Source: an optimization exercise on an open RTL-to-GDS flow (aim: small area, a short achievable clock period and few clock cycles). Production flows keep margins and buffers that such runs may drop. In this exercise RTL edits were held to simulation tests only and were not proved equivalent to the original. No activity file was given, so power comes from the tool's default toggle rates.

File: flow/standard.sh
#!/bin/bash
# synth_recipe.tcl (not shown) runs the flow's synth.tcl, then flattens the netlist and writes it again
# the make line also repeats each setting of config.mk as NAME=value (left out here)
make -C /OpenROAD-flow-scripts/flow DESIGN_CONFIG=/design/flow/config.mk WORK_HOME=/design/flow/orfs CLKGATE_MAP_FILE= SYNTH_SCRIPT=/design/flow/synth_recipe.tcl "${@:-finish}"
File: flow/flow/run.sh
#!/bin/bash
# Standard ORFS layout (the standard.sh), with timing repair aiming below the clock
# period and small port buffers.
set -euo pipefail
bash standard.sh SETUP_SLACK_MARGIN=6.5 'BUFFER_PORTS_ARGS=-buffer_cell sky130_fd_sc_hd__buf_1' finish > standard_finish.log 2>&1
File: flow/config.mk
export PLATFORM = sky130hd
export DESIGN_NAME = its_block
export DESIGN_NICKNAME = its_block
export VERILOG_FILES = /design/flow/design.v
export SDC_FILE = /design/flow/constraint.sdc
export NUM_CORES = 4
export LEC_CHECK = 0
export CAP_MARGIN = 20
export CORE_MARGIN = 2
export CORE_UTILIZATION = 40
export CTS_CLUSTER_DIAMETER = 80
export CTS_CLUSTER_SIZE = 30
export SLEW_MARGIN = 20
File: flow/constraint.sdc
create_clock -name core_clock -period 10.0 [get_ports {clk}]
set_input_delay 2.0000 -clock core_clock [delete_from_list [all_inputs] [get_ports {clk}]]
set_output_delay 2.0000 -clock core_clock [all_outputs]
set_load 0.01 [all_outputs]
File: flow/design.v
module its_block (
    input  wire         clk,
    input  wire         rst,         
    input  wire         req_valid,
    output wire         req_ready,
    input  wire [31:0]  req_word,    
    output reg          resp_valid,
    output wire [31:0]  resp_word,   
    output wire [191:0] rec,         
    input  wire         tick,
    input  wire [3:0]   ch_pins,
    output wire         mem_rd,
    output wire [9:0]   mem_addr,
    input  wire [7:0]   mem_rdata
);
    localparam [7:0] OP_NOP      = 8'h00, OP_TMASK  = 8'h01, OP_TUNMASK = 8'h02,
                     OP_ERRRD    = 8'h03, OP_ERRCLR = 8'h04, OP_STATRD  = 8'h05,
                     OP_CRCCLR   = 8'h10, OP_CRCBYTE = 8'h11, OP_CRCRD  = 8'h12,
                     OP_CRCCHAN  = 8'h13, OP_CRCMSG = 8'h14, OP_CRCCMPC = 8'h15,
                     OP_CRCCMPM  = 8'h16, OP_MSGCHK = 8'h17,
                     OP_LDW      = 8'h20, OP_LDM    = 8'h21, OP_LDE     = 8'h22,
                     OP_RDW      = 8'h23, OP_RDM    = 8'h24, OP_RDE     = 8'h25,
                     OP_TINIT    = 8'h26, OP_ARMM   = 8'h27, OP_EDGE    = 8'h28,
                     OP_SELIDX   = 8'h30, OP_SELACT = 8'h31, OP_SELNEXT = 8'h32,
                     OP_CHLATCH  = 8'h33, OP_CHCMD  = 8'h34, OP_CHRD    = 8'h35;
    function [15:0] crc_step;
        input [15:0] c;
        input [7:0]  b;
        integer k;
        reg [15:0] t;
        begin
            t = c ^ {b, 8'h00};
            for (k = 0; k < 8; k = k + 1)
                t = t[15] ? ((t << 1) ^ 16'h1021) : (t << 1);
            crc_step = t;
        end
    endfunction
    function [9:0] r5_addr;
        input [3:0] c;
        begin
            case (c)
                4'd0:    r5_addr = 10'd20;
                4'd1:    r5_addr = 10'd44;
                4'd2:    r5_addr = 10'd68;
                4'd3:    r5_addr = 10'd92;
                4'd4:    r5_addr = 10'd116;
                4'd5:    r5_addr = 10'd140;
                4'd6:    r5_addr = 10'd164;
                4'd7:    r5_addr = 10'd188;
                4'd8:    r5_addr = 10'd212;
                4'd9:    r5_addr = 10'd236;
                4'd10:   r5_addr = 10'd260;
                default: r5_addr = 10'd284;
            endcase
        end
    endfunction
    function [3:0] mod12;
        input [7:0] i;
        reg [1:0] m;
        begin
            case (i[7:2])
                6'd0: m = 2'd0;
                6'd1: m = 2'd1;
                6'd2: m = 2'd2;
                6'd3: m = 2'd0;
                6'd4: m = 2'd1;
                6'd5: m = 2'd2;
                6'd6: m = 2'd0;
                6'd7: m = 2'd1;
                6'd8: m = 2'd2;
                6'd9: m = 2'd0;
                6'd10: m = 2'd1;
                6'd11: m = 2'd2;
                6'd12: m = 2'd0;
                6'd13: m = 2'd1;
                6'd14: m = 2'd2;
                6'd15: m = 2'd0;
                6'd16: m = 2'd1;
                6'd17: m = 2'd2;
                6'd18: m = 2'd0;
                6'd19: m = 2'd1;
                6'd20: m = 2'd2;
                6'd21: m = 2'd0;
                6'd22: m = 2'd1;
                6'd23: m = 2'd2;
                6'd24: m = 2'd0;
                6'd25: m = 2'd1;
                6'd26: m = 2'd2;
                6'd27: m = 2'd0;
                6'd28: m = 2'd1;
                6'd29: m = 2'd2;
                6'd30: m = 2'd0;
                6'd31: m = 2'd1;
                6'd32: m = 2'd2;
                6'd33: m = 2'd0;
                6'd34: m = 2'd1;
                6'd35: m = 2'd2;
                6'd36: m = 2'd0;
                6'd37: m = 2'd1;
                6'd38: m = 2'd2;
                6'd39: m = 2'd0;
                6'd40: m = 2'd1;
                6'd41: m = 2'd2;
                6'd42: m = 2'd0;
                6'd43: m = 2'd1;
                6'd44: m = 2'd2;
                6'd45: m = 2'd0;
                6'd46: m = 2'd1;
                6'd47: m = 2'd2;
                6'd48: m = 2'd0;
                6'd49: m = 2'd1;
                6'd50: m = 2'd2;
                6'd51: m = 2'd0;
                6'd52: m = 2'd1;
                6'd53: m = 2'd2;
                6'd54: m = 2'd0;
                6'd55: m = 2'd1;
                6'd56: m = 2'd2;
                6'd57: m = 2'd0;
                6'd58: m = 2'd1;
                6'd59: m = 2'd2;
                6'd60: m = 2'd0;
                6'd61: m = 2'd1;
                6'd62: m = 2'd2;
                6'd63: m = 2'd0;
                default: m = 2'd0;
            endcase
            mod12 = {m, i[1:0]};
        end
    endfunction
    function legal_word;
        input [31:0] q;
        reg [7:0] o;
        reg ua, uv, kn;
        begin
            o  = q[31:24];
            ua = (o == OP_CRCBYTE) || (o == OP_SELIDX) || (o == OP_CHCMD);
            uv = (o == OP_CRCCMPC) || (o == OP_CRCCMPM) || (o == OP_LDW) ||
                 (o == OP_LDM) || (o == OP_LDE);
            kn = (o <= 8'h05) ||
                 (o >= 8'h10 && o <= 8'h17) ||
                 (o >= 8'h20 && o <= 8'h28) ||
                 (o >= 8'h30 && o <= 8'h35);
            legal_word = kn && (ua || q[23:16] == 8'h00) && (uv || q[15:0] == 16'h0000);
        end
    endfunction
    reg [15:0] crc_acc;
    reg        err_flag;
    reg        msg_valid;
    reg [15:0] wait_t;
    reg [15:0] msg_t;
    reg [15:0] elem_t;
    reg [15:0] elem_rl;
    reg [15:0] dly_rl;
    reg        edge_flag;
    reg        tick_mask;
    reg        tick_pending;
    reg [3:0]  ch_base;
    reg [3:0]  ch_delta;
    reg        reload_req;
    reg  [3:0] ch_active;    
    wire [15:0] chrd     = {3'd0, reload_req, ch_active, ch_delta, ch_base};
    reg        rdy;
    reg        go;           
    reg [31:0] w;            
    reg [3:0]  pins;         
    assign req_ready = rdy;
    reg [1:0]  r_st;
    reg [1:0]  r_aux;
    reg [15:0] rv;
    assign resp_word = {6'd0, r_st, 6'd0, r_aux, rv};
    reg        rd;
    reg [9:0]  addr;
    reg [1:0]  tg0;
    reg        rv1;
    reg [9:0]  a1;
    reg [1:0]  tg1;
    reg        dv;
    reg [9:0]  a2;
    reg [1:0]  tg2;
    wire [7:0] md   = sr[7:0];      
    wire [7:0] prev = sr[15:8];     
    assign mem_rd   = rd;
    assign mem_addr = addr;
    reg [191:0] sr;
    assign rec = {sr[159:0], sr[191:160]};
    reg        seq;          
    reg        fin;          
    reg        last1;        
    reg        m_chan, m_msg, m_hdr, m_sel, m_cmp, m_init;
    reg [8:0]  spx;          
    reg [4:0]  gcnt;         
    reg        hs;           
    reg        gx;           
    reg        ff;           
    reg        fb, e_fl, dok;
    reg [3:0]  sel_c;
    wire [7:0]  op = w[31:24];
    wire [7:0]  qa = w[23:16];
    wire [15:0] qv = w[15:0];
    reg  legal;              
    wire [3:0] cmd_code = qa[7:4];
    wire [3:0] cmd_k    = qa[3:0];
    wire [3:0] act1 = ch_active + 4'd1;
    reg  [3:0] sel_i;
    always @* begin
        case (op[1:0])
            2'd0:    sel_i = mod12(qa);
            2'd1:    sel_i = mod12({4'd0, ch_active});
            default: sel_i = mod12({4'd0, act1});
        endcase
    end
    wire [15:0] crc_out = go ? crc_step(crc_acc, qa) : crc_step(rv, md);
    wire        tick_do = tick & ~tick_mask;
    wire [15:0] wait_d  = (wait_t != 16'd0) ? wait_t - 16'd1 : 16'd0;
    wire [15:0] msg_d   = (msg_t  != 16'd0) ? msg_t  - 16'd1 : 16'd0;
    wire        e_fire  = (elem_t[15:1] == 15'd0);
    wire [15:0] elem_d  = e_fire ? elem_rl : elem_t - 16'd1;
    wire        op_b    = go && legal;
    wire        op_unm  = op_b && (op == OP_TUNMASK);
    wire        op_ldw  = op_b && (op == OP_LDW);
    wire        op_ldm  = op_b && (op == OP_LDM);
    wire        op_lde  = op_b && (op == OP_LDE);
    wire        op_armm = op_b && (op == OP_ARMM);
    wire        op_edge = op_b && (op == OP_EDGE);
    wire        dlv     = tick_do || (op_unm && tick_pending);
    wire        c_act    = seq && dv;
    wire        md_ff    = (md == 8'hFF);
    wire        md_esc   = (md == 8'h18);
    wire        md_f     = (md[7:4] == 4'hF);
    wire        sel_empty = ff && md_ff;
    wire        hit      = (a2 >= 10'd303) && (prev == 8'h18) && md_f;
    wire        scan     = c_act && m_hdr && (tg2 == 2'd1);
    wire        chk_f    = scan && md_f;                         
    wire        chk_e    = scan && md_esc && (a2 != 10'd541);    
    wire        chk_req  = chk_f || chk_e;
    wire [9:0]  chk_addr = chk_f ? {a2[9:1], 1'b0} : a2 + 10'd1;
    wire        found    = c_act && m_hdr &&
                           ((tg2 == 2'd2 && md_esc) || (tg2 == 2'd3 && md_f));
    wire [7:0]  found_len = a2[7:0] - ((tg2 == 2'd2) ? 8'h1E : 8'h1F);
    wire        hdr_none = seq && m_hdr && gx && !rd && !rv1 && !dv;
    wire        hdr_end  = found || hdr_none;
    wire        chan_end = c_act && m_chan && (a2 == 10'd287);
    wire        msg_end  = c_act && m_msg && (hit || a2 == 10'd541);
    wire        crc_ok   = chan_end || (msg_end && hit);     
    wire        seq_end  = chan_end || msg_end || hdr_end;
    wire        init_ok  = hdr_end && m_init && found && dok;   
    wire        op_crcclr  = op_b && (op == OP_CRCCLR);
    wire        op_crcbyte = op_b && (op == OP_CRCBYTE);
    wire        op_latch   = op_b && (op == OP_CHLATCH);
    wire        op_selact  = op_b && (op == OP_SELACT);
    wire        op_cmd     = op_b && (op == OP_CHCMD);
    wire        cmd_c      = op_cmd && (cmd_code == 4'hC);
    wire        cmd_b      = op_cmd && (cmd_code == 4'hB);
    wire        cmd_9      = op_cmd && (cmd_code == 4'h9) && (ch_delta > cmd_k);
    wire [15:0] wait_v  = op_ldw ? qv : wait_t;
    wire [15:0] msg_v   = op_ldm ? qv : (op_armm ? dly_rl : msg_t);
    wire [15:0] elem_v  = (op_lde || init_ok) ? qv : elem_t;
    wire [15:0] wait_n  = dlv ? wait_d : wait_v;
    wire [15:0] msg_n   = dlv ? msg_d  : msg_v;
    wire [15:0] elem_n  = dlv ? elem_d : elem_v;
    wire [15:0] crc_n   = op_crcclr ? 16'd0 : ((op_crcbyte || crc_ok) ? crc_out : crc_acc);
    wire [3:0]  base_n  = op_latch ? pins : (cmd_c ? cmd_k : ch_base);
    wire [3:0]  delta_n = (cmd_c || cmd_9) ? 4'd0 : (cmd_b ? ch_delta + cmd_k : ch_delta);
    wire        reload_n = (op_latch || cmd_c || cmd_b || cmd_9) ? 1'b1 :
                           (op_selact ? 1'b0 : reload_req);
    wire [3:0]  act_n   = op_latch ? pins + ch_delta :
                          cmd_c    ? cmd_k :
                          cmd_b    ? ch_active + cmd_k :
                          cmd_9    ? ch_base : ch_active;
    reg        b_store;      
    reg [1:0]  b_st, b_aux;
    reg [15:0] b_val;
    always @* begin
        b_store = 1'b0;
        b_st    = 2'd0;
        b_aux   = 2'd0;
        b_val   = 16'd0;
        if (!legal) begin
            b_st = 2'd3;
        end else begin
            case (op)
            OP_TUNMASK: b_val = {15'd0, tick_pending};
            OP_ERRRD,
            OP_ERRCLR:  b_val = {15'd0, err_flag};
            OP_STATRD:  b_val = {4'd0, ch_active, (msg_t == 16'd0), (wait_t == 16'd0),
                                 tick_pending, tick_mask, reload_req, msg_valid,
                                 err_flag, edge_flag};
            OP_CRCCLR, OP_CRCBYTE, OP_CRCRD:
                        b_val = crc_n;
            OP_CRCCHAN, OP_CRCCMPC, OP_CRCMSG, OP_CRCCMPM, OP_MSGCHK, OP_TINIT,
            OP_SELIDX, OP_SELACT, OP_SELNEXT:
                        b_store = 1'b1;
            OP_LDW, OP_RDW:
                        b_val = wait_v;
            OP_LDM, OP_RDM, OP_ARMM:
                        b_val = msg_v;
            OP_LDE, OP_RDE:
                        b_val = elem_v;
            OP_EDGE:    b_val = {15'd0, edge_flag};
            OP_CHLATCH, OP_CHCMD, OP_CHRD: begin
                b_val = {3'd0, reload_n, act_n, delta_n, base_n};
                if (op == OP_CHCMD) begin
                    if (cmd_code == 4'hC || cmd_code == 4'hB || cmd_9)
                        b_aux = 2'd3;
                    else if (cmd_code == 4'h9)
                        b_aux = 2'd1;
                end
            end
            default: ;
            endcase
        end
    end
    wire        sel_fb   = c_act && m_sel && (tg2 == 2'd2) && sel_empty && !fb &&
                           (sel_c != 4'd0);
    reg [1:0]  f_st, f_aux;
    reg [15:0] f_val;
    always @* begin
        f_st  = 2'd0;
        f_aux = 2'd0;
        f_val = 16'd0;
        if (fin) begin
            f_val = crc_acc;
            f_st  = {1'b0, crc_acc != qv};
        end else if (last1) begin
            f_aux = {e_fl, fb};
            f_val = {4'd0, sel_c, 4'd0, fb ? 4'd0 : sel_c};
        end else if (m_hdr) begin
            f_st  = (found && dok) ? 2'd0 : 2'd2;
            f_aux = {dok, found};
            f_val = m_init ? qv : (found ? {8'd0, found_len} : 16'd0);
        end else if (msg_end && !hit) begin
            f_st  = 2'd2;
        end else if (c_act) begin
            f_val = crc_out;
        end
    end
    wire f_resp = fin || last1 || (seq_end && !(crc_ok && m_cmp));
    always @(posedge clk) begin
        sr <= {sr[183:0], mem_rdata};
        a1 <= addr;
        a2 <= a1;
        tg1 <= tg0;
        tg2 <= tg1;
        if (go) begin
            r_st  <= b_st;
            r_aux <= b_aux;
            rv    <= b_val;
        end else begin
            r_st  <= f_st;
            r_aux <= f_aux;
            rv    <= f_val;
        end
    end
    always @(posedge clk) begin
        if (!(go || seq || fin)) begin
            w    <= req_word;
        end
        pins  <= ch_pins;
        legal <= legal_word(req_word);
        addr <= addr + 10'd1;
        if (go && legal) begin
            m_chan <= (op == OP_CRCCHAN) || (op == OP_CRCCMPC);
            m_msg  <= (op == OP_CRCMSG) || (op == OP_CRCCMPM);
            m_hdr  <= (op == OP_MSGCHK) || (op == OP_TINIT);
            m_sel  <= (op == OP_SELIDX) || (op == OP_SELACT) || (op == OP_SELNEXT);
            m_cmp  <= (op == OP_CRCCMPC) || (op == OP_CRCCMPM);
            m_init <= (op == OP_TINIT);
            tg0    <= 2'd0;
            hs     <= 1'b0;
            gx     <= 1'b0;
            sel_c  <= sel_i;
            gcnt   <= 5'd0;
            case (op)
            OP_CRCCHAN, OP_CRCCMPC: addr <= 10'd0;
            OP_CRCMSG, OP_CRCCMPM:  addr <= 10'd288;
            OP_MSGCHK, OP_TINIT:    addr <= 10'd290;
            OP_SELIDX, OP_SELACT, OP_SELNEXT: begin
                addr <= r5_addr(sel_i);
                tg0  <= 2'd1;
                ff   <= 1'b1;
                fb   <= 1'b0;
            end
            default: ;
            endcase
        end
        if (seq && rd && m_sel) begin
            gcnt <= gcnt + 5'd1;
            if (gcnt == 5'd3)
                addr <= addr - 10'd23;
            tg0  <= (gcnt == 5'd0 || gcnt == 5'd1) ? 2'd1 :
                    (gcnt == 5'd2) ? 2'd2 : 2'd0;
        end
        if (seq && m_hdr) begin
            if (!hs) begin
                tg0 <= 2'd0;
                if (addr == 10'd293) begin
                    addr <= 10'd303;
                    spx  <= 9'd152;      
                    tg0  <= 2'd1;
                    hs   <= 1'b1;
                end
            end else if (chk_req) begin
                addr <= chk_addr;
                tg0  <= chk_f ? 2'd2 : 2'd3;
            end else if (!gx) begin
                addr <= {spx, 1'b1};
                tg0  <= 2'd1;
                spx  <= spx + 9'd1;
                if (spx == 9'd270)       
                    gx <= 1'b1;
            end
        end
        if (c_act) begin
            if (m_hdr && tg2 == 2'd0) begin
                if (!a2[2]) begin
                    w[15:0] <= {w[7:0], md};
                    if (a2[0])
                        dok <= !(w[7:0] == 8'hFF && md_ff);
                end else
                    w[31:16] <= {w[23:16], md};
            end
            if (m_sel && tg2 != 2'd0) begin
                ff <= sel_empty;
                if (tg2 == 2'd2) begin
                    e_fl <= sel_empty;
                    if (sel_empty) fb <= 1'b1;
                end
            end
        end
        if (sel_fb) begin
            addr <= 10'd20;
            tg0  <= 2'd1;
            gcnt <= 5'd0;
            ff   <= 1'b1;
        end
    end
    always @(posedge clk) begin
        if (rst) begin
            rdy          <= 1'b1;
            go           <= 1'b0;
            resp_valid   <= 1'b0;
            rd           <= 1'b0;
            rv1          <= 1'b0;
            dv           <= 1'b0;
            seq          <= 1'b0;
            fin          <= 1'b0;
            last1        <= 1'b0;
        end else begin
            go    <= rdy && req_valid;
            if (rdy && req_valid)
                rdy <= 1'b0;
            rv1   <= rd;
            dv    <= rv1;
            fin   <= 1'b0;
            last1 <= 1'b0;
            resp_valid <= (go && !(legal && b_store)) || f_resp;
            if ((go && !(legal && b_store)) || f_resp)
                rdy <= 1'b1;
            if (go && legal && b_store) begin
                seq <= 1'b1;
                rd  <= 1'b1;
            end
            if (seq && rd && (m_chan || m_msg)) begin
                if (m_chan ? (addr == 10'd287) : (addr == 10'd541))
                    rd <= 1'b0;
            end
            if (seq && rd && m_sel && gcnt == 5'd23) begin
                rd    <= 1'b0;
                last1 <= 1'b1;
            end
            if (seq && m_hdr)
                rd <= chk_req || !gx;
            if (sel_fb) begin
                rd   <= 1'b1;
                rv1  <= 1'b0;
                dv   <= 1'b0;
            end
            if (seq_end) begin
                seq <= 1'b0;
                rd  <= 1'b0;
                rv1 <= 1'b0;
                dv  <= 1'b0;
                if (crc_ok && m_cmp)
                    fin <= 1'b1;
            end
            if (last1) begin
                seq <= 1'b0;
                rv1 <= 1'b0;
                dv  <= 1'b0;
            end
        end
    end
    reg rst_r;
    always @(posedge clk)
        rst_r <= rst;
    always @(posedge clk) begin
        if (rst_r) begin
            crc_acc      <= 16'd0;
            err_flag     <= 1'b0;
            msg_valid    <= 1'b0;
            wait_t       <= 16'd0;
            msg_t        <= 16'd0;
            elem_t       <= 16'd0;
            elem_rl      <= 16'd0;
            dly_rl       <= 16'd0;
            edge_flag    <= 1'b0;
            tick_mask    <= 1'b1;
            tick_pending <= tick;
            ch_base      <= 4'd0;
            ch_delta     <= 4'd0;
            ch_active    <= 4'd0;
            reload_req   <= 1'b1;
        end else begin
            if (go && legal) begin
                case (op)
                OP_TMASK:   tick_mask <= 1'b1;
                OP_TUNMASK: tick_mask <= 1'b0;
                OP_ERRCLR:  err_flag <= 1'b0;
                default: ;
                endcase
            end
            if (seq_end) begin
                if (m_msg && !hit && m_cmp)
                    err_flag <= 1'b1;
                if (m_hdr)
                    msg_valid <= found && dok;
            end
            if (fin && crc_acc != qv)
                err_flag <= 1'b1;
            wait_t     <= wait_n;
            msg_t      <= msg_n;
            elem_t     <= elem_n;
            crc_acc    <= crc_n;
            ch_base    <= base_n;
            ch_delta   <= delta_n;
            ch_active  <= act_n;
            reload_req <= reload_n;
            if (op_lde || init_ok)
                elem_rl <= qv;
            if (init_ok)
                dly_rl <= w[31:16];
            if (dlv && e_fire)
                edge_flag <= 1'b1;
            else if (op_edge || init_ok)
                edge_flag <= 1'b0;
            if (tick && tick_mask)
                tick_pending <= 1'b1;
            else if (op_unm)
                tick_pending <= 1'b0;
        end
    end
endmodule
==> run_summary.xml, run 1 <==
<?xml version="1.0" encoding="UTF-8"?>
<metrics>
  <group name="sta">
    <metric name="fin_tns_setup" unit="ps">0</metric>
    <metric name="setup_slack" unit="ps">6530</metric>
    <metric name="max_clock_freq" unit="GHz">0.288</metric>
    <metric name="period_share" unit="">0.347</metric>
    <metric name="timing_hold_violations_final" unit="">0</metric>
    <metric name="final.min_clock_period" unit="ps">3470</metric>
    <metric name="finClkSkew" unit="ps">46.8</metric>
    <metric name="timing.slew.headroom" unit="">0.240</metric>
    <metric name="grt_setup_unrepaired" unit="">no</metric>
    <metric name="setup-violations-final" unit="">0</metric>
    <metric name="slew_violations" unit="">0</metric>
    <metric name="timing_worst_slew_pin_value" unit="ps">1130</metric>
  </group>
  <group name="worst_hold_path">
    <metric name="holdCritStartpoint" unit="">a1[1]$_DFF_P_</metric>
    <metric name="class_of_the_worst_hold_path" unit="">reg2reg</metric>
    <metric name="worst_hold_stages" unit="">0</metric>
  </group>
  <group name="critical_path">
    <metric name="rr_startpoint" unit="">sr[6]$_DFF_P_</metric>
    <metric name="critPathLaunchType" unit="">flip-flop</metric>
    <metric name="critical_path.startpoint" unit="">sr[6]$_DFF_P_</metric>
    <metric name="r2r.worst_path.cells" unit="">9</metric>
    <metric name="crit_fanout" unit="">32</metric>
    <metric name="worstPathRequired" unit="ps">10480</metric>
    <metric name="endpoint_kind" unit="">flip-flop</metric>
    <metric name="cp_data_arrival_time" unit="ps">3950</metric>
    <metric name="criticalPathCategory" unit="">reg2reg</metric>
  </group>
  <group name="status">
    <metric name="outcome" unit="">timing/DRC/antenna clean</metric>
  </group>
  <group name="power">
    <metric name="netSwitchingPower" unit="mW">1.02</metric>
    <metric name="p_seq_frac" unit="">0.542</metric>
    <metric name="p_per_area" unit="nW/um^2">161</metric>
    <metric name="leakagePower" unit="nW">8.43</metric>
    <metric name="internal_power" unit="mW">2.51</metric>
    <metric name="switching_share_of_power" unit="">0.290</metric>
    <metric name="worst_ir_drop_vdd" unit="uV">113</metric>
    <metric name="power.combinational.fraction" unit="">0.071</metric>
    <metric name="clock_power_share" unit="">0.387</metric>
  </group>
  <group name="routing">
    <metric name="detail_route.vias_per_cell" unit="">5.82</metric>
    <metric name="dr.first_iter.drc_count" unit="">1919</metric>
    <metric name="via_count" unit="">17300</metric>
    <metric name="dr.pass1.iters" unit="">5</metric>
    <metric name="total_routed_wirelength" unit="um">70100</metric>
    <metric name="drtAntennaViolNets" unit="">0</metric>
    <metric name="route.detailed.drc" unit="">0</metric>
    <metric name="detail_route.wl_per_cell" unit="um">23.6</metric>
  </group>
  <group name="synthesis">
    <metric name="ys_warns" unit="">1</metric>
    <metric name="syn_avg_cell_area" unit="sq um">9.00</metric>
    <metric name="post_synth_num_cell_types" unit="">91</metric>
    <metric name="ys.flop_type" unit="">dfxtp_1</metric>
    <metric name="seq_area_frac_synth" unit="">0.468</metric>
    <metric name="postSynthCellCount" unit="">2150</metric>
    <metric name="ys_seq_elements" unit="">441</metric>
    <metric name="synth-edff-count" unit="">22</metric>
    <metric name="post_synth_instance_area" unit="sq um">19300</metric>
    <metric name="async_flop_share" unit="">0</metric>
  </group>
  <group name="cts">
    <metric name="cts-root-buf" unit="">clkbuf_16</metric>
    <metric name="worst_skew_pair.late_latency" unit="ps">630</metric>
    <metric name="cts.sink_count" unit="">441</metric>
    <metric name="holdBufCountCts" unit="">0</metric>
    <metric name="clk_transition_reported_paths" unit="ps">100</metric>
    <metric name="cts-htree-levels" unit="">1</metric>
    <metric name="clock_path_buffers" unit="">3</metric>
    <metric name="cts_setup_buffers" unit="">0</metric>
    <metric name="cts_tree" unit="">built</metric>
    <metric name="number_of_buffers_created_by_cts" unit="">28</metric>
  </group>
  <group name="floorplanning">
    <metric name="floorplan.die.height" unit="um">224</metric>
    <metric name="design.portCount" unit="">285</metric>
    <metric name="initial_core_util" unit="">0.405</metric>
    <metric name="die_area" unit="sq um">50100</metric>
    <metric name="rows" unit="">80</metric>
    <metric name="core_area" unit="sq um">47700</metric>
    <metric name="die_width" unit="um">224</metric>
  </group>
  <group name="global_route">
    <metric name="grt_pass1_vias" unit="">16000</metric>
    <metric name="grt-ovfl-total" unit="">0</metric>
    <metric name="maximum_number_of_pins_on_one_net_before_global_route_repair" unit="">62</metric>
    <metric name="global_route_wire_length_before_repair" unit="um">103000</metric>
    <metric name="grt.total_usage" unit="">0.270</metric>
    <metric name="grt_antenna_before_repair" unit="">1</metric>
  </group>
  <group name="cells_and_area">
    <metric name="nNetsFinal" unit="">2427</metric>
    <metric name="flow.area_growth_from_synthesis" unit="%">13.2</metric>
    <metric name="num_antenna_cells" unit="">0</metric>
    <metric name="final_layout_size_suffix_gt1_frac" unit="">0.0564</metric>
    <metric name="final_cell_area" unit="sq um">21900</metric>
    <metric name="final_util" unit="">0.459</metric>
    <metric name="final_cell_count_no_fill" unit="">2974</metric>
  </group>
  <group name="job">
    <metric name="timing.max_cap.violations" unit="">0</metric>
  </group>
  <group name="placement">
    <metric name="post-place-cells" unit="">2926</metric>
    <metric name="placement.setup.worst_slack" unit="ps">6190</metric>
    <metric name="place.detailed.hpwl" unit="um">52900</metric>
    <metric name="port_bufs" unit="">272</metric>
    <metric name="place_area" unit="sq um">20700</metric>
    <metric name="place.gp.congestion" unit="">0.979</metric>
  </group>
</metrics>
final cells by class:
cell class | instances | area (sq um)
flip-flops and latches | 441 | 9050
fillers | 4660 | 25800
clock buffers | 28 | 701
multi-input cells | 1530 | 9630
inverters | 45 | 169
clock inverters | 20 | 378
repair buffers | 295 | 1200
well taps | 615 | 769
final timing paths:
path / end / slack, ps
worst min register to register: a2[1]$_DFF_P_ / 330
worst max register to register: rv[12]$_DFF_P_ / 6530
worst min-delay path: a2[1]$_DFF_P_ / 330
worst max-delay path: rv[12]$_DFF_P_ / 6530
per-stage QoR:
stage	total power [mW]	hold WS, ps
6_report	3.53	334
5_1_grt	3.65	340
4_1_cts	3.55	331
3_5_place_dp	2.19	312
3_3_place_gp	2.19	313
2_1_floorplan	2.07	310
routing by layer:
layer	routed length (um)	vias to the layer above	track usage
li1	-	7981	-
met5	0	-	0
met4	1910	0	0.0675
met1	30200	8369	0.371
met3	6380	105	0.0536
met2	31600	848	0.434
critical path, cell delays in order, from the launching register on:
cell      delay [ps]
dfxtp_1          370
buf_4            200
or4_1            600
or4_4            620
and3_1           200
buf_4            260
mux2i_1          360
o221ai_1         220
nor3_2           280
o221ai_1         190
what timing repair did:
| action | 4_1_cts | 5_1_grt |
|---|---|---|
| resized for setup | 9 | 11 |
| pin swaps | 0 | 1 |
| setup endpoints to repair | 9 | 34 |
cell usage in the layout (no fill, tap or decap), drive strengths merged, types with 10 or more instances in the layout:
cell / n
inv: 56
a22oi: 10
nor3: 52
ha: 35
nand2: 244
mux2i: 82
mux2: 16
nand4: 26
nor4: 24
clkbuf: 28
o221ai: 10
nand2b: 24
nor2b: 14
and2: 26
conb: 12
xnor2: 85
xor2: 45
and3: 25
a31oi: 10
o31ai: 14
o21ai: 92
nor4b: 10
a21oi: 178
nor2: 204
nand3: 44
o211ai: 19
or3: 26
buf: 295
edfxtp: 22
dfxtp: 419
a211oi: 30
cells in the mapped netlist, types with 30 or more instances:
cell type	number	area, sq um
a211oi_1	30	225
a21oi_1	176	881
clkbuf_1	99	372
dfxtp_1	419	8390
ha_1	35	438
inv_1	45	169
mux2i_1	82	821
nand2_1	241	905
nand3_1	44	220
nor2_1	204	766
nor3_1	50	250
o21ai_0	90	450
xnor2_1	85	744
xor2_1	45	394
sequential cells by signal, indices dropped and copies added, names as in the netlist, 4 cells and up, named ones only:
register / cells
w: 32
ch_active: 4
elem_rl: 16
crc_acc: 16
msg_t: 16
ch_base: 4
sel_c: 4
dly_rl: 16
spx: 9
wait_t: 16
addr: 10
gcnt: 5
ch_delta: 4
sr: 192
elem_t: 16
a1: 10
a2: 10
pins: 4
rv: 16
logic make-up after synthesis:
kind of cell / share of synthesized area
and+or+nand+nor: 0.198
AOI/OAI and AO/OA: 0.156
DFF: 0.468
buffers and inverters: 0.0420
xor gates and xnor gates: 0.0589
muxes: 0.0517
adders and majority gates: 0.0257
other: 0.000194
power by group through the flow:
stage	Combinational [mW]	Sequential [mW]	Clock [mW]
after floorplan	0.151	1.92	0
final	0.249	1.91	1.37
after CTS	0.245	1.91	1.39
after detailed placement	0.243	1.95	0
after global placement	0.241	1.95	0
after global routing	0.266	1.92	1.46
Testbench counts, summed over its fixed seeds: cycles 88,706.
==> run 2, diff against run 1 <==
--- a/flow/config.mk
+++ b/flow/config.mk
@@ -8,6 +8,7 @@
 export CAP_MARGIN = 20
 export CORE_MARGIN = 2
-export CORE_UTILIZATION = 40
-export CTS_CLUSTER_DIAMETER = 80
-export CTS_CLUSTER_SIZE = 30
+export CORE_UTILIZATION = 45
+export CTS_BUF_LIST = sky130_fd_sc_hd__clkbuf_8
+export CTS_CLUSTER_DIAMETER = 50
+export CTS_CLUSTER_SIZE = 16
 export SLEW_MARGIN = 20
==> run_summary.xml, run 2 <==
<?xml version="1.0" encoding="UTF-8"?>
<metrics>
  <group name="status">
    <metric name="outcome" unit="">timing/DRC/antenna clean</metric>
  </group>
  <group name="synthesis">
    <metric name="syn_avg_cell_area" unit="sq um">9.00</metric>
    <metric name="cell_with_the_most_instances_after_synthesis" unit="">dfxtp_1</metric>
    <metric name="ys_seq_elements" unit="">441</metric>
    <metric name="ys.flop_type" unit="">dfxtp_1</metric>
    <metric name="synth.top_cell.area_share" unit="">0.434</metric>
    <metric name="postSynthCellCount" unit="">2150</metric>
    <metric name="post_synth_num_cell_types" unit="">91</metric>
    <metric name="synth.cells.most_frequent" unit="">dfxtp_1, nand2_1, nor2_1, a21oi_1, clkbuf_1</metric>
    <metric name="seq_area_frac_synth" unit="">0.468</metric>
    <metric name="yosys-top-cells-area" unit="">dfxtp_1, nand2_1, a21oi_1</metric>
    <metric name="synth-edff-count" unit="">22</metric>
    <metric name="async_flop_share" unit="">0</metric>
    <metric name="synthDominantAreaCellType" unit="">dfxtp_1</metric>
    <metric name="post_synth_instance_area" unit="sq um">19300</metric>
    <metric name="ys_warns" unit="">1</metric>
  </group>
  <group name="cells_and_area">
    <metric name="layout.area.seq" unit="sq um">9050</metric>
    <metric name="fillcell_total" unit="">4078</metric>
    <metric name="mostFrequentLayoutCell" unit="">dfxtp_1</metric>
    <metric name="multi_input_comb_area" unit="sq um">9620</metric>
    <metric name="reg.largest.list" unit="">sr: 192 flops, w: 32 flops</metric>
    <metric name="final_layout_size_suffix_gt1_frac" unit="">0.0681</metric>
    <metric name="num_antenna_cells" unit="">0</metric>
    <metric name="layout.cells.most_common_list" unit="">dfxtp_1, buf_1, nand2_1</metric>
    <metric name="nNetsFinal" unit="">2448</metric>
    <metric name="flow.area_growth_from_synthesis" unit="%">12.1</metric>
    <metric name="max_flop_register" unit="">sr</metric>
    <metric name="largest_reg_flops" unit="">192</metric>
  </group>
  <group name="sta">
    <metric name="slew_violations" unit="">0</metric>
    <metric name="fin_hold_ws" unit="ps">333</metric>
    <metric name="grt_setup_unrepaired" unit="">no</metric>
    <metric name="period_share" unit="">0.346</metric>
    <metric name="fin_tns_setup" unit="ps">0</metric>
    <metric name="timing.slew.headroom" unit="">0.220</metric>
    <metric name="timing_worst_slew_pin_value" unit="ps">1170</metric>
    <metric name="setup_slack" unit="ps">6540</metric>
    <metric name="max_clock_freq" unit="GHz">0.289</metric>
    <metric name="timing_hold_violations_final" unit="">0</metric>
    <metric name="setup-violations-final" unit="">0</metric>
    <metric name="finClkSkew" unit="ps">39.2</metric>
    <metric name="final.min_clock_period" unit="ps">3460</metric>
  </group>
  <group name="placement">
    <metric name="place.detailed.hpwl" unit="um">51700</metric>
    <metric name="port_bufs" unit="">272</metric>
    <metric name="placement.setup.worst_slack" unit="ps">6060</metric>
    <metric name="place.gp.congestion" unit="">0.982</metric>
  </group>
  <group name="critical_path">
    <metric name="critPathLaunchType" unit="">flip-flop</metric>
    <metric name="r2r.worst_path.cells" unit="">7</metric>
    <metric name="worstPathRequired" unit="ps">10510</metric>
    <metric name="critical-path-max-stage-delay" unit="ps">740</metric>
    <metric name="cp_data_arrival_time" unit="ps">3970</metric>
    <metric name="crit_path_cell_trace" unit="">buf_4 &gt; or4bb_1 &gt; or3_2 &gt; nor2_1 &gt; a211oi_1 &gt; nor4_1 &gt; o221ai_1</metric>
    <metric name="r2r_slack" unit="ps">6540</metric>
    <metric name="crit_path_top_delay_cell" unit="">or3_2</metric>
    <metric name="crit_fanout" unit="">29</metric>
    <metric name="rr_startpoint" unit="">go$_SDFF_PP0_</metric>
    <metric name="endpoint_kind" unit="">flip-flop</metric>
    <metric name="end_of_the_worst_register_to_register_path" unit="">rv[3]$_DFF_P_</metric>
    <metric name="criticalPathCategory" unit="">reg2reg</metric>
  </group>
  <group name="global_route">
    <metric name="grt.total_usage" unit="">0.303</metric>
    <metric name="maximum_number_of_pins_on_one_net_before_global_route_repair" unit="">91</metric>
    <metric name="global_route_wire_length_before_repair" unit="um">102000</metric>
    <metric name="grt-ovfl-total" unit="">0</metric>
    <metric name="grt_pass1_vias" unit="">16100</metric>
    <metric name="grt_antenna_before_repair" unit="">1</metric>
  </group>
  <group name="cts">
    <metric name="clk_transition_reported_paths" unit="ps">100</metric>
    <metric name="worst_skew_pair.late_latency" unit="ps">660</metric>
    <metric name="cts-htree-levels" unit="">2</metric>
    <metric name="number_of_buffers_created_by_cts" unit="">46</metric>
    <metric name="cts-root-buf" unit="">clkbuf_8</metric>
    <metric name="cts_tree" unit="">built</metric>
    <metric name="cts.sink_count" unit="">441</metric>
    <metric name="clock_path_buffers" unit="">3</metric>
  </group>
  <group name="power">
    <metric name="internal_power" unit="mW">2.41</metric>
    <metric name="p_per_area" unit="nW/um^2">156</metric>
    <metric name="leakagePower" unit="nW">8.43</metric>
    <metric name="clock_power_share" unit="">0.363</metric>
    <metric name="switching_share_of_power" unit="">0.289</metric>
    <metric name="worst_ir_drop_vdd" unit="uV">117</metric>
    <metric name="netSwitchingPower" unit="uW">980</metric>
    <metric name="power.combinational.fraction" unit="">0.074</metric>
    <metric name="p_seq_frac" unit="">0.563</metric>
  </group>
  <group name="routing">
    <metric name="total_routed_wirelength" unit="um">68900</metric>
    <metric name="met2_wirelength" unit="um">31000</metric>
    <metric name="drtAntennaViolNets" unit="">0</metric>
    <metric name="dr.pass1.iters" unit="">6</metric>
    <metric name="detail_route.vias_per_cell" unit="">5.91</metric>
    <metric name="met1Wirelength" unit="um">29200</metric>
    <metric name="topRoutingLayerUsed" unit="">met4</metric>
    <metric name="detail_route.wl_per_cell" unit="um">23.5</metric>
    <metric name="met3_wirelength_from_detailed_routing" unit="um">6260</metric>
    <metric name="route.detailed.drc" unit="">0</metric>
    <metric name="dr.first_iter.drc_count" unit="">2103</metric>
    <metric name="via_count" unit="">17300</metric>
  </group>
  <group name="floorplanning">
    <metric name="die_width" unit="um">211</metric>
    <metric name="rows" unit="">75</metric>
    <metric name="floorplan.die.height" unit="um">211</metric>
    <metric name="core_area" unit="sq um">42200</metric>
    <metric name="initial_core_util" unit="">0.458</metric>
    <metric name="design.portCount" unit="">285</metric>
    <metric name="die_area" unit="sq um">44700</metric>
  </group>
  <group name="worst_hold_path">
    <metric name="class_of_the_worst_hold_path" unit="">reg2reg</metric>
    <metric name="holdCritStartpoint" unit="">tg1[0]$_DFF_P_</metric>
    <metric name="timing.hold.worst_endpoint" unit="">tg2[0]$_DFF_P_</metric>
    <metric name="worst_hold_stages" unit="">0</metric>
  </group>
  <group name="job">
    <metric name="timing.max_cap.violations" unit="">0</metric>
  </group>
</metrics>
[run 2: through the flow]
stage          instance area [sq um]  instances  utilization  power, mW
2_1_floorplan                  19400       2161            -       2.07
3_3_place_gp                   20700       2853        0.489       2.19
3_5_place_dp                   20700       2853        0.489       2.19
4_1_cts                        21600       2931        0.512       3.41
5_1_grt                        21700       2931        0.514       3.51
6_report                       21700       2931        0.514       3.39
[run 2: timing repair]
item                       CTS  global route
cloned                       0             0
gates resized for setup      6            12
buffers inserted             0             0
hold buffers                 0             0
setup endpoints to repair   10            15
[run 2: cells by family after synthesis]
| kind of cell | synth area share |
|---|---|
| and+or+nand+nor | 0.198 |
| AOI/OAI and AO/OA | 0.156 |
| DFF | 0.468 |
| buffers and inverters | 0.0420 |
| xor gates and xnor gates | 0.0589 |
| muxes | 0.0517 |
| adders and majority gates | 0.0257 |
| other | 0.000194 |
[run 2: layer usage]
layer / track usage / up-vias
met4: 0.112 / 0
met1: 0.417 / 8332
li1: - / 8017
met3: 0.0515 / 119
met2: 0.478 / 847
met5: 0 / -
[run 2: area by class of cell]
class                      count  area share
inverter                      45     0.00779
sequential                   441       0.417
clock buffer                  47      0.0298
timing repair buffer         298      0.0564
clock inverter                31      0.0142
multi-input combinational   1530       0.443
tap                          539      0.0311
[run 2: worst max-delay path by stage]
stage	start	end	slack [ps]	cells past startpoint
floorplan	req_word[20]	flip-flop	6740	5
global placement	tick	wait_t[11]$_SDFF_PP0_	6080	8
detailed placement	tick	wait_t[11]$_SDFF_PP0_	6060	8
CTS	go$_SDFF_PP0_	rv[4]$_DFF_P_	6340	8
global route	sr[1]$_DFF_P_	rv[3]$_DFF_P_	6510	9
finish	go$_SDFF_PP0_	rv[3]$_DFF_P_	6540	7
[run 2: power by group through the flow]
stage | Combinational (mW) | Sequential, mW | Clock (mW)
after floorplan | 0.151 | 1.92 | 0
after global placement | 0.245 | 1.94 | 0
after detailed placement | 0.246 | 1.94 | 0
after CTS | 0.247 | 1.90 | 1.26
after global routing | 0.270 | 1.91 | 1.33
final | 0.251 | 1.91 | 1.23
[run 2: critical path: cells and delay by family, from the launching register on]
| kind | cells | cell delay, ps |
|---|---|---|
| AO/OA/AOI/OAI | 2 | 270 |
| buffers and inverters | 1 | 320 |
| AND/OR/NAND/NOR | 4 | 2400 |
| flip-flops | 1 | 320 |
==> run 3, diff against run 2 <==
==> flow/flow/run.sh (replaced) <==
#!/bin/bash
# Standard ORFS layout (the standard.sh), with timing repair aiming below the clock
# period and small port buffers.
set -euo pipefail
bash standard.sh SETUP_SLACK_MARGIN=6.8 'BUFFER_PORTS_ARGS=-buffer_cell sky130_fd_sc_hd__buf_1' finish > standard_finish.log 2>&1
==> run_summary.xml, run 3 <==
<?xml version="1.0" encoding="UTF-8"?>
<metrics>
  <group name="status">
    <metric name="outcome" unit="">timing/DRC/antenna clean</metric>
  </group>
  <group name="cts">
    <metric name="cts.sink_count" unit="">441</metric>
    <metric name="cts-root-buf" unit="">clkbuf_8</metric>
    <metric name="cts-htree-levels" unit="">2</metric>
    <metric name="cts_tree" unit="">built</metric>
    <metric name="holdBufCountCts" unit="">0</metric>
    <metric name="clk_transition_reported_paths" unit="ps">100</metric>
    <metric name="worst_skew_pair.late_latency" unit="ps">680</metric>
    <metric name="number_of_buffers_created_by_cts" unit="">47</metric>
    <metric name="clock_path_buffers" unit="">3</metric>
  </group>
  <group name="critical_path">
    <metric name="critical-path-max-stage-delay" unit="ps">350</metric>
    <metric name="endpoint_kind" unit="">output pin</metric>
    <metric name="crit_path_top_delay_cell" unit="">dfxtp_2</metric>
    <metric name="r2r.worst_path.cells" unit="">9</metric>
    <metric name="crit_fanout" unit="">2</metric>
    <metric name="cp_data_arrival_time" unit="ps">1290</metric>
    <metric name="critPathLaunchType" unit="">flip-flop</metric>
    <metric name="worstPathRequired" unit="ps">8000</metric>
    <metric name="crit_path_cell_trace" unit="">buf_8 &gt; buf_6</metric>
    <metric name="criticalPathCategory" unit="">reg2out</metric>
  </group>
  <group name="floorplanning">
    <metric name="rows" unit="">75</metric>
    <metric name="floorplan.die.height" unit="um">211</metric>
    <metric name="design.portCount" unit="">285</metric>
    <metric name="die_area" unit="sq um">44700</metric>
    <metric name="die_width" unit="um">211</metric>
    <metric name="core_area" unit="sq um">42200</metric>
    <metric name="initial_core_util" unit="">0.458</metric>
  </group>
  <group name="synthesis">
    <metric name="synth_fa_ha_area_frac" unit="">0.0257</metric>
    <metric name="synth-edff-count" unit="">22</metric>
    <metric name="seq_area_frac_synth" unit="">0.468</metric>
    <metric name="synth_compound_area_frac" unit="">0.156</metric>
    <metric name="ys.flop_type" unit="">dfxtp_1</metric>
    <metric name="yosys-top-cells-area" unit="">dfxtp_1, nand2_1, a21oi_1</metric>
    <metric name="post_synth_instance_area" unit="sq um">19300</metric>
    <metric name="async_flop_share" unit="">0</metric>
    <metric name="synth.top_cell.area_share" unit="">0.434</metric>
    <metric name="muxShareOfSynthArea" unit="">0.0517</metric>
    <metric name="postSynthCellCount" unit="">2150</metric>
    <metric name="synthDominantAreaCellType" unit="">dfxtp_1</metric>
    <metric name="post_synth_num_cell_types" unit="">91</metric>
    <metric name="synthSimpleGateAreaFrac" unit="">0.198</metric>
    <metric name="cell_with_the_most_instances_after_synthesis" unit="">dfxtp_1</metric>
    <metric name="syn_avg_cell_area" unit="sq um">9.00</metric>
    <metric name="ys_warns" unit="">1</metric>
    <metric name="synth_xor_area_frac" unit="">0.0589</metric>
    <metric name="largest_family_of_logic_cells_by_synthesized_area" unit="">simple AND/OR/NAND/NOR gates</metric>
    <metric name="synth.cells.most_frequent" unit="">dfxtp_1, nand2_1, nor2_1, a21oi_1, clkbuf_1</metric>
    <metric name="ys_seq_elements" unit="">441</metric>
  </group>
  <group name="cells_and_area">
    <metric name="fillcell_total" unit="">3909</metric>
    <metric name="nNetsFinal" unit="">2498</metric>
    <metric name="reg.largest.list" unit="">sr: 192 flops, w: 32 flops</metric>
    <metric name="layout.cells.most_common_list" unit="">dfxtp_1, nand2_1, nor2_1</metric>
    <metric name="multi_input_comb_area" unit="sq um">9720</metric>
    <metric name="mostFrequentLayoutCell" unit="">dfxtp_1</metric>
    <metric name="flow.area_growth_from_synthesis" unit="%">19.7</metric>
    <metric name="layout.area.seq" unit="sq um">9330</metric>
    <metric name="final_layout_size_suffix_gt1_frac" unit="">0.238</metric>
    <metric name="max_flop_register" unit="">sr</metric>
    <metric name="largest_reg_flops" unit="">192</metric>
  </group>
  <group name="sta">
    <metric name="timing_hold_violations_final" unit="">0</metric>
    <metric name="timing.slew.headroom" unit="">0.271</metric>
    <metric name="finClkSkew" unit="ps">43.8</metric>
    <metric name="setup-violations-final" unit="">0</metric>
    <metric name="final.min_clock_period" unit="ps">3290</metric>
    <metric name="slew_violations" unit="">0</metric>
    <metric name="fin_tns_setup" unit="ps">0</metric>
    <metric name="max_clock_freq" unit="GHz">0.304</metric>
    <metric name="grt_setup_unrepaired" unit="">yes</metric>
    <metric name="timing_worst_slew_pin_value" unit="ps">1090</metric>
    <metric name="period_share" unit="">0.329</metric>
  </group>
  <group name="job">
    <metric name="timing.max_cap.violations" unit="">0</metric>
  </group>
  <group name="global_route">
    <metric name="grt-ovfl-total" unit="">0</metric>
    <metric name="grt_antenna_before_repair" unit="">1</metric>
    <metric name="grt_pass1_vias" unit="">16300</metric>
    <metric name="global_route_wire_length_before_repair" unit="um">104000</metric>
    <metric name="maximum_number_of_pins_on_one_net_before_global_route_repair" unit="">91</metric>
    <metric name="grt.total_usage" unit="">0.312</metric>
  </group>
  <group name="routing">
    <metric name="via_count" unit="">17600</metric>
    <metric name="detail_route.vias_per_cell" unit="">5.88</metric>
    <metric name="drtAntennaViolNets" unit="">0</metric>
    <metric name="route.detailed.drc" unit="">0</metric>
    <metric name="total_routed_wirelength" unit="um">71500</metric>
    <metric name="dr.pass1.iters" unit="">6</metric>
    <metric name="dr.first_iter.drc_count" unit="">2020</metric>
    <metric name="detail_route.wl_per_cell" unit="um">24.0</metric>
  </group>
  <group name="power">
    <metric name="p_per_area" unit="nW/um^2">150</metric>
    <metric name="power" unit="mW">3.48</metric>
    <metric name="worst_ir_drop_vdd" unit="uV">90.5</metric>
    <metric name="leakagePower" unit="nW">9.48</metric>
  </group>
  <group name="placement">
    <metric name="place.gp.congestion" unit="">0.962</metric>
    <metric name="place.detailed.hpwl" unit="um">51600</metric>
    <metric name="port_bufs" unit="">272</metric>
  </group>
  <group name="worst_hold_path">
    <metric name="class_of_the_worst_hold_path" unit="">reg2reg</metric>
    <metric name="worst_hold_stages" unit="">0</metric>
  </group>
</metrics>
-- run 3: cell counts after synthesis --
No cell type changed its count.
-- run 3: layer usage --
metal | wire length, um | GRT usage
met5 | 0 | 0
met4 | 3170 | 0.136
met3 | 6810 | 0.0657
met1 | 30000 | 0.416
met2 | 31600 | 0.488
-- run 3: report_power, final --
| part | leakage [nW] | total [mW] | internal, mW | switching, mW |
|---|---|---|---|---|
| Combinational | 5.27 | 0.290 | 0.118 | 0.172 |
| Sequential | 3.71 | 1.90 | 1.83 | 0.0795 |
| Clock | 0.509 | 1.28 | 0.546 | 0.736 |
| Total | 9.48 | 3.48 | 2.49 | 0.988 |
-- run 3: critical path, delay by kind of cell, from the launching register on --
family	cells	cell delay, ps
flops	1	350
buf+inv	2	250
-- run 3: area by class of cell --
cell class | instances | area share
timing repair buffer | 347 | 0.0979
multi-input combinational | 1530 | 0.420
antenna | 1 | 0.000108
clock inverter | 32 | 0.0143
inverter | 45 | 0.00729
tap | 539 | 0.0291
clock buffer | 49 | 0.0291
sequential | 441 | 0.403
-- run 3: cells by family after synthesis --
family	Yosys count
AOI/OAI and AO/OA	474
xor gates and xnor gates	130
adders and majority gates	38
buffers and inverters	190
DFF	441
muxes	98
other	1
and+or+nand+nor	778
-- run 3: final timing paths --
check | startpoint | to | slack [ps]
max | sr[3]$_DFF_P_ | rec[35] | 6710
min | tg1[1]$_DFF_P_ | tg2[1]$_DFF_P_ | 330
max reg2reg | w[19]$_DFF_P_ | rv[5]$_DFF_P_ | 6720
min reg2reg | tg1[1]$_DFF_P_ | tg2[1]$_DFF_P_ | 330
-- run 3: repair_timing --
action,in CTS,in global routing
endpoints found under the hold margin,0,0
pin swaps,1,3
endpoints found under the setup margin,238,139
gates resized for setup,422,93
buffers inserted,42,8
-- run 3: metrics by stage --
step	cell area (sq um)	utilization	hold slack [ps]	instances	setup slack [ps]
detailed placement	20700	0.489	312	2852	6170
floorplan	19400	-	310	2161	6790
global placement	20700	0.489	311	2852	6200
finish	23200	0.548	328	2984	6710
CTS	22900	0.542	324	2975	6670
global route	23200	0.548	327	2983	6670
==> run 4, diff against run 3 <==
==> flow/flow/run.sh (replaced) <==
#!/bin/bash
# Standard ORFS layout (the standard.sh), with timing repair aiming below the clock
# period and small port buffers.
set -euo pipefail
bash standard.sh SETUP_SLACK_MARGIN=6.65 'BUFFER_PORTS_ARGS=-buffer_cell sky130_fd_sc_hd__buf_1' finish > standard_finish.log 2>&1
--- a/flow/config.mk
+++ b/flow/config.mk
@@ -8,5 +8,5 @@
 export CAP_MARGIN = 20
 export CORE_MARGIN = 2
-export CORE_UTILIZATION = 45
+export CORE_UTILIZATION = 48
 export CTS_BUF_LIST = sky130_fd_sc_hd__clkbuf_8
 export CTS_CLUSTER_DIAMETER = 50
==> run_summary.xml, run 4 <==
<?xml version="1.0" encoding="UTF-8"?>
<metrics>
  <group name="cts">
    <metric name="holdBufCountCts" unit="">0</metric>
    <metric name="number_of_buffers_created_by_cts" unit="">48</metric>
    <metric name="clock_path_buffers" unit="">3</metric>
    <metric name="cts.sink_count" unit="">441</metric>
    <metric name="cts-root-buf" unit="">clkbuf_8</metric>
    <metric name="clk_transition_reported_paths" unit="ps">90</metric>
    <metric name="cts_tree" unit="">built</metric>
    <metric name="cts-htree-levels" unit="">2</metric>
    <metric name="worst_skew_pair.late_latency" unit="ps">670</metric>
  </group>
  <group name="job">
    <metric name="timing.max_cap.violations" unit="">0</metric>
  </group>
  <group name="critical_path">
    <metric name="critical-path-max-stage-delay" unit="ps">670</metric>
    <metric name="worstPathRequired" unit="ps">10590</metric>
    <metric name="r2r.worst_path.cells" unit="">9</metric>
    <metric name="critical_path.startpoint" unit="">w[19]$_DFF_P_</metric>
    <metric name="timing.critical_path.depth" unit="">9</metric>
    <metric name="criticalPathCategory" unit="">reg2reg</metric>
    <metric name="r2r_slack" unit="ps">6640</metric>
    <metric name="crit_path_cell_trace" unit="">inv_1 &gt; ha_1 &gt; and4b_1 &gt; a211oi_1 &gt; nor4_1 &gt; or2_2 &gt; nor3_1 &gt; o41ai_2 &gt; o211ai_1</metric>
    <metric name="critPathLaunchType" unit="">flip-flop</metric>
    <metric name="end_of_the_worst_register_to_register_path" unit="">rv[5]$_DFF_P_</metric>
    <metric name="crit_path_top_delay_cell" unit="">dfxtp_1</metric>
    <metric name="timing.critical_path.to" unit="">rv[5]$_DFF_P_</metric>
    <metric name="crit_fanout" unit="">6</metric>
    <metric name="cp_data_arrival_time" unit="ps">3940</metric>
    <metric name="critical_path.n_buffers_inverters" unit="">1</metric>
    <metric name="top_family_by_delay_on_critical_path" unit="">simple AND/OR/NAND/NOR gates</metric>
    <metric name="rr_startpoint" unit="">w[19]$_DFF_P_</metric>
    <metric name="endpoint_kind" unit="">flip-flop</metric>
  </group>
  <group name="power">
    <metric name="worst_ir_drop_vdd" unit="uV">97.4</metric>
    <metric name="p_per_area" unit="nW/um^2">158</metric>
    <metric name="leakagePower" unit="nW">8.58</metric>
  </group>
  <group name="global_route">
    <metric name="grt.total_usage" unit="">0.328</metric>
    <metric name="grt-ovfl-total" unit="">0</metric>
    <metric name="grt_pass1_vias" unit="">16200</metric>
    <metric name="maximum_number_of_pins_on_one_net_before_global_route_repair" unit="">63</metric>
    <metric name="global_route_wire_length_before_repair" unit="um">103000</metric>
    <metric name="grt_antenna_before_repair" unit="">4</metric>
  </group>
  <group name="floorplanning">
    <metric name="initial_core_util" unit="">0.487</metric>
    <metric name="die_area" unit="sq um">41900</metric>
    <metric name="design.portCount" unit="">285</metric>
    <metric name="core_area" unit="sq um">39700</metric>
    <metric name="rows" unit="">73</metric>
    <metric name="floorplan.die.height" unit="um">205</metric>
    <metric name="die_width" unit="um">205</metric>
  </group>
  <group name="routing">
    <metric name="detail_route.vias_per_cell" unit="">5.96</metric>
    <metric name="dr.first_iter.drc_count" unit="">1696</metric>
    <metric name="drtAntennaViolNets" unit="">0</metric>
    <metric name="via_count" unit="">17500</metric>
    <metric name="dr.pass1.iters" unit="">7</metric>
    <metric name="total_routed_wirelength" unit="um">70000</metric>
    <metric name="detail_route.wl_per_cell" unit="um">23.9</metric>
    <metric name="route.detailed.drc" unit="">0</metric>
  </group>
  <group name="placement">
    <metric name="place.detailed.hpwl" unit="um">51700</metric>
    <metric name="port_bufs" unit="">272</metric>
    <metric name="place_area" unit="sq um">20600</metric>
    <metric name="place.gp.congestion" unit="">0.967</metric>
  </group>
  <group name="sta">
    <metric name="period_share" unit="">0.336</metric>
    <metric name="setup-violations-final" unit="">0</metric>
    <metric name="timing_worst_slew_pin_value" unit="ps">1010</metric>
    <metric name="grt_setup_unrepaired" unit="">no</metric>
    <metric name="max_clock_freq" unit="GHz">0.298</metric>
    <metric name="finClkSkew" unit="ps">56.6</metric>
    <metric name="slew_violations" unit="">0</metric>
    <metric name="final.min_clock_period" unit="ps">3360</metric>
    <metric name="timing_hold_violations_final" unit="">0</metric>
    <metric name="fin_tns_setup" unit="ps">0</metric>
    <metric name="timing.slew.headroom" unit="">0.322</metric>
  </group>
  <group name="cells_and_area">
    <metric name="max_flop_register" unit="">sr</metric>
    <metric name="mostFrequentLayoutCell" unit="">dfxtp_1</metric>
    <metric name="reg.largest.list" unit="">sr: 192 flops, w: 32 flops</metric>
    <metric name="final_layout_size_suffix_gt1_frac" unit="">0.0889</metric>
    <metric name="final_cell_area" unit="sq um">22000</metric>
    <metric name="nNetsFinal" unit="">2461</metric>
    <metric name="flow.area_growth_from_synthesis" unit="%">13.8</metric>
    <metric name="layout.cells.most_common_list" unit="">dfxtp_1, buf_1, nand2_1</metric>
    <metric name="fillcell_total" unit="">3757</metric>
    <metric name="largest_reg_flops" unit="">192</metric>
  </group>
  <group name="synthesis">
    <metric name="ys.flop_type" unit="">dfxtp_1</metric>
    <metric name="synth-edff-count" unit="">22</metric>
    <metric name="async_flop_share" unit="">0</metric>
    <metric name="post_synth_num_cell_types" unit="">91</metric>
    <metric name="yosys-top-cells-area" unit="">dfxtp_1, nand2_1, a21oi_1</metric>
    <metric name="postSynthCellCount" unit="">2150</metric>
    <metric name="cell_with_the_most_instances_after_synthesis" unit="">dfxtp_1</metric>
    <metric name="ys_warns" unit="">1</metric>
    <metric name="syn_avg_cell_area" unit="sq um">9.00</metric>
    <metric name="ys_seq_elements" unit="">441</metric>
    <metric name="seq_area_frac_synth" unit="">0.468</metric>
    <metric name="synth.top_cell.area_share" unit="">0.434</metric>
    <metric name="synthDominantAreaCellType" unit="">dfxtp_1</metric>
    <metric name="synth.cells.most_frequent" unit="">dfxtp_1, nand2_1, nor2_1, a21oi_1, clkbuf_1</metric>
    <metric name="post_synth_instance_area" unit="sq um">19300</metric>
  </group>
  <group name="status">
    <metric name="outcome" unit="">timing/DRC/antenna clean</metric>
  </group>
  <group name="worst_hold_path">
    <metric name="class_of_the_worst_hold_path" unit="">reg2reg</metric>
  </group>
</metrics>
## run 4: cell counts after synthesis
No cell type changed its count.
## run 4: logic make-up after synthesis
logic type | synth area share
compound gates | 0.156
xor+xnor | 0.0589
simple gates | 0.198
fa+ha+maj | 0.0257
flops | 0.468
other cells | 0.000194
buf+inv | 0.0420
mux | 0.0517
## run 4: worst min path at each step
| stage | startpoint | slack (ps) | depth (start not counted) | endpoint |
|---|---|---|---|---|
| 6_report | sr[171]$_DFF_P_ | 330 | 0 | sr[179]$_DFF_P_ |
| 5_1_grt | sr[23]$_DFF_P_ | 340 | 0 | sr[31]$_DFF_P_ |
| 4_1_cts | a1[4]$_DFF_P_ | 330 | 0 | a2[4]$_DFF_P_ |
| 3_5_place_dp | a1[4]$_DFF_P_ | 310 | 0 | a2[4]$_DFF_P_ |
| 3_3_place_gp | a1[7]$_DFF_P_ | 310 | 0 | a2[7]$_DFF_P_ |
| 2_1_floorplan | a1[0]$_DFF_P_ | 310 | 0 | a2[0]$_DFF_P_ |
## run 4: timing repair
action / CTS / global route
pin swaps: 0 / 1
setup endpoints to repair: 49 / 56
setup buffers: 7 / 5
resized for setup: 44 / 32
## run 4: metrics by stage
step	hold slack, ps	util	std cells	setup WS (ps)	power (mW)
finish	326	0.554	2934	6640	3.48
global placement	310	0.519	2837	6200	2.19
global route	340	0.554	2933	6640	3.60
floorplan	310	-	2161	6740	2.07
CTS	334	0.550	2928	6650	3.49
detailed placement	312	0.519	2838	6190	2.19
## run 4: layout make-up
class	count	area, sq um	area share
antenna	1	2.50	0.000114
clock buffer	50	688	0.0313
clock inverter	33	363	0.0165
inverter	45	169	0.00767
multi-input combinational	1530	9680	0.440
sequential	441	9100	0.413
tap	525	657	0.0298
timing repair buffer	309	1360	0.0617
## run 4: metal layers
| metal | global-route usage | vias up | wire length [um] |
|---|---|---|---|
| met1 | 0.442 | 8428 | 30200 |
| met4 | 0.115 | 6 | 2390 |
| met2 | 0.517 | 850 | 31000 |
| li1 | - | 8068 | - |
| met3 | 0.0725 | 134 | 6380 |
| met5 | 0 | - | 36 |
## run 4: power by group
part	leakage [nW]	switching, mW	internal (mW)	total, mW
clock	0.528	0.765	0.547	1.31
combinational	4.36	0.163	0.0920	0.255
sequential	3.69	0.0834	1.83	1.91
total	8.58	1.01	2.47	3.48
==> run 5, diff against run 4 <==
--- a/flow/config.mk
+++ b/flow/config.mk
@@ -8,5 +8,5 @@
 export CAP_MARGIN = 20
 export CORE_MARGIN = 2
-export CORE_UTILIZATION = 48
+export CORE_UTILIZATION = 45
 export CTS_BUF_LIST = sky130_fd_sc_hd__clkbuf_8
 export CTS_CLUSTER_DIAMETER = 50
==> run_summary.xml, run 5 <==
<?xml version="1.0" encoding="UTF-8"?>
<metrics>
  <group name="status">
    <metric name="outcome" unit="">timing/DRC/antenna clean</metric>
  </group>
  <group name="critical_path">
    <metric name="criticalPathCategory" unit="">reg2out</metric>
    <metric name="crit_path_top_delay_cell" unit="">dfxtp_1</metric>
    <metric name="endpoint_kind" unit="">output pin</metric>
    <metric name="top_family_by_delay_on_critical_path" unit="">flip-flops</metric>
    <metric name="worstPathRequired" unit="ps">8000</metric>
    <metric name="critPathLaunchType" unit="">flip-flop</metric>
    <metric name="cp_data_arrival_time" unit="ps">1320</metric>
  </group>
  <group name="global_route">
    <metric name="grt_pass1_vias" unit="">16100</metric>
    <metric name="grt_antenna_before_repair" unit="">1</metric>
    <metric name="globalRouteMet2Util" unit="">0.481</metric>
    <metric name="global_route.peak_usage_layer" unit="">met2</metric>
    <metric name="grt.total_usage" unit="">0.308</metric>
    <metric name="grt-ovfl-total" unit="">0</metric>
    <metric name="global_route_wire_length_before_repair" unit="um">103000</metric>
    <metric name="global_routing_met1_resource_utilization" unit="">0.421</metric>
    <metric name="use_met3" unit="">0.0639</metric>
  </group>
  <group name="power">
    <metric name="worst_ir_drop_vdd" unit="uV">117</metric>
    <metric name="leakagePower" unit="nW">8.53</metric>
    <metric name="p_per_area" unit="nW/um^2">155</metric>
  </group>
  <group name="synthesis">
    <metric name="yosys-top-cells-area" unit="">dfxtp_1, nand2_1, a21oi_1</metric>
    <metric name="ys.flop_type" unit="">dfxtp_1</metric>
    <metric name="synth.top_cell.area_share" unit="">0.434</metric>
    <metric name="post_synth_instance_area" unit="sq um">19300</metric>
    <metric name="post_synth_num_cell_types" unit="">91</metric>
    <metric name="cell_with_the_most_instances_after_synthesis" unit="">dfxtp_1</metric>
    <metric name="ys_warns" unit="">1</metric>
    <metric name="synth-edff-count" unit="">22</metric>
  </group>
  <group name="placement">
    <metric name="port_bufs" unit="">272</metric>
    <metric name="place_area" unit="sq um">20700</metric>
    <metric name="place.detailed.hpwl" unit="um">51700</metric>
    <metric name="placement.setup.worst_slack" unit="ps">6060</metric>
  </group>
  <group name="routing">
    <metric name="total_routed_wirelength" unit="um">70200</metric>
    <metric name="detail_route.wl_per_cell" unit="um">23.9</metric>
    <metric name="route.detailed.drc" unit="">0</metric>
    <metric name="detail_route.vias_per_cell" unit="">5.92</metric>
    <metric name="via_count" unit="">17400</metric>
  </group>
  <group name="cts">
    <metric name="number_of_buffers_created_by_cts" unit="">46</metric>
    <metric name="cts-root-buf" unit="">clkbuf_8</metric>
    <metric name="cts.sink_count" unit="">441</metric>
    <metric name="cts-htree-levels" unit="">2</metric>
    <metric name="clk_transition_reported_paths" unit="ps">90</metric>
  </group>
  <group name="floorplanning">
    <metric name="die_area" unit="sq um">44700</metric>
    <metric name="design.portCount" unit="">285</metric>
    <metric name="rows" unit="">75</metric>
    <metric name="die_width" unit="um">211</metric>
    <metric name="core_area" unit="sq um">42200</metric>
    <metric name="initial_core_util" unit="">0.458</metric>
  </group>
  <group name="cells_and_area">
    <metric name="flow.area_growth_from_synthesis" unit="%">13.1</metric>
    <metric name="fillcell_total" unit="">4068</metric>
    <metric name="layout.cells.most_common_list" unit="">dfxtp_1, buf_1, nand2_1</metric>
    <metric name="final_layout_size_suffix_gt1_frac" unit="">0.0854</metric>
    <metric name="mostFrequentLayoutCell" unit="">dfxtp_1</metric>
    <metric name="largest_reg_flops" unit="">192</metric>
    <metric name="final_cell_area" unit="sq um">21900</metric>
    <metric name="nNetsFinal" unit="">2457</metric>
    <metric name="max_flop_register" unit="">sr</metric>
    <metric name="num_antenna_cells" unit="">0</metric>
  </group>
  <group name="sta">
    <metric name="timing.slew.headroom" unit="">0.209</metric>
    <metric name="final.min_clock_period" unit="ps">3320</metric>
    <metric name="setup-violations-final" unit="">0</metric>
    <metric name="timing_hold_violations_final" unit="">0</metric>
    <metric name="grt_setup_unrepaired" unit="">no</metric>
    <metric name="period_share" unit="">0.332</metric>
    <metric name="setup_slack" unit="ps">6680</metric>
    <metric name="fin_hold_ws" unit="ps">329</metric>
    <metric name="timing_worst_slew_pin_value" unit="ps">1180</metric>
    <metric name="slew_violations" unit="">0</metric>
    <metric name="max_clock_freq" unit="GHz">0.301</metric>
  </group>
  <group name="job">
    <metric name="timing.max_cap.violations" unit="">0</metric>
  </group>
  <group name="worst_hold_path">
    <metric name="class_of_the_worst_hold_path" unit="">reg2reg</metric>
  </group>
</metrics>
[run 5: what timing repair did]
item,CTS,global route
buffers inserted,9,0
endpoints found under the setup margin,45,36
pin swaps,0,1
gates resized for setup,47,17
[run 5: path summary, 6_finish.rpt]
path	startpoint	end	slack, ps	cells after the start
worst max-delay path	rv[2]$_DFF_P_	resp_word[2]	6680	1
worst min-delay path	tg1[1]$_DFF_P_	tg2[1]$_DFF_P_	330	0
worst max register to register	go$_SDFF_PP0_	rv[12]$_DFF_P_	6690	7
worst min register to register	tg1[1]$_DFF_P_	tg2[1]$_DFF_P_	330	0
[run 5: cell families after synthesis]
family,Yosys count,synth area share
flip-flops,441,0.468
adder cells (fa/ha/maj),38,0.0257
AND/OR/NAND/NOR,778,0.198
buffers and inverters,190,0.0420
AO/OA/AOI/OAI,474,0.156
multiplexers,98,0.0517
XOR/XNOR,130,0.0589
other,1,0.000194
[run 5: area by class of cell]
| cell class | count | area [sq um] | area share |
|---|---|---|---|
| sequential | 441 | 9080 | 0.415 |
| clock inverter | 31 | 309 | 0.0141 |
| inverter | 45 | 169 | 0.00772 |
| timing repair buffer | 307 | 1340 | 0.0612 |
| multi-input combinational | 1530 | 9670 | 0.442 |
| clock buffer | 47 | 647 | 0.0296 |
| tap | 539 | 674 | 0.0308 |
[run 5: stage by stage]
| stage | instances | util | power, mW |
|---|---|---|---|
| 6_report | 2940 | 0.518 | 3.40 |
| 5_1_grt | 2940 | 0.518 | 3.52 |
| 4_1_cts | 2940 | 0.517 | 3.42 |
| 3_5_place_dp | 2853 | 0.489 | 2.19 |
| 3_3_place_gp | 2853 | 0.489 | 2.19 |
| 2_1_floorplan | 2161 | - | 2.07 |
[run 5: power by group]
part           total, mW  switching (mW)  internal [mW]
sequential          1.91          0.0782           1.83
combinational      0.260           0.168         0.0920
clock               1.23           0.740          0.490
[run 5: per-layer routing]
layer	vias to the layer above	share of wire	wire, um
met4	0	0.035	2450
met2	944	0.44	31000
met3	136	0.10	7040
met5	-	0	0
met1	8304	0.42	29700
li1	8030	-	-

what the ideal ports hide:
In the flow no input, the clock included, has a driving cell. The finished layouts below were timed again as built, in two steps.
Step 1, drivers: a clkbuf_16 drives clk and a buf_2 each remaining input, both assumed.
Step 2, shift: input delay + t, output delay - t, t = (earliest + latest rising clock arrival at the registers) / 2. This alone moves slack from input paths to output paths.
Slacks: ideal / step 1 / step 2; pairs: ideal / step 1.
run | t, ns | slack for setup (ns) | hold slack, ns | cell pins on the clock port's net
run 1 | 0.670 | 6.528 / 6.471 / 6.282 | 0.334 / 0.334 / 0.334 | 1
run 2 | 0.693 | 6.539 / 6.505 / 6.336 | 0.333 / 0.333 / 0.333 | 1
run 3 | 0.713 | 6.711 / 6.659 / 6.374 | 0.328 / 0.328 / 0.328 | 1
run 4 | 0.702 | 6.643 / 6.642 / 6.467 | 0.326 / 0.326 / 0.326 | 1
run 5 | 0.693 | 6.679 / 6.628 / 6.352 | 0.329 / 0.329 / 0.329 | 1
After both steps setup and hold are still met in every run listed. For run 3, which loses most, drivers alone change the setup slack by -0.052 ns; drivers and shift together by -0.337 ns.
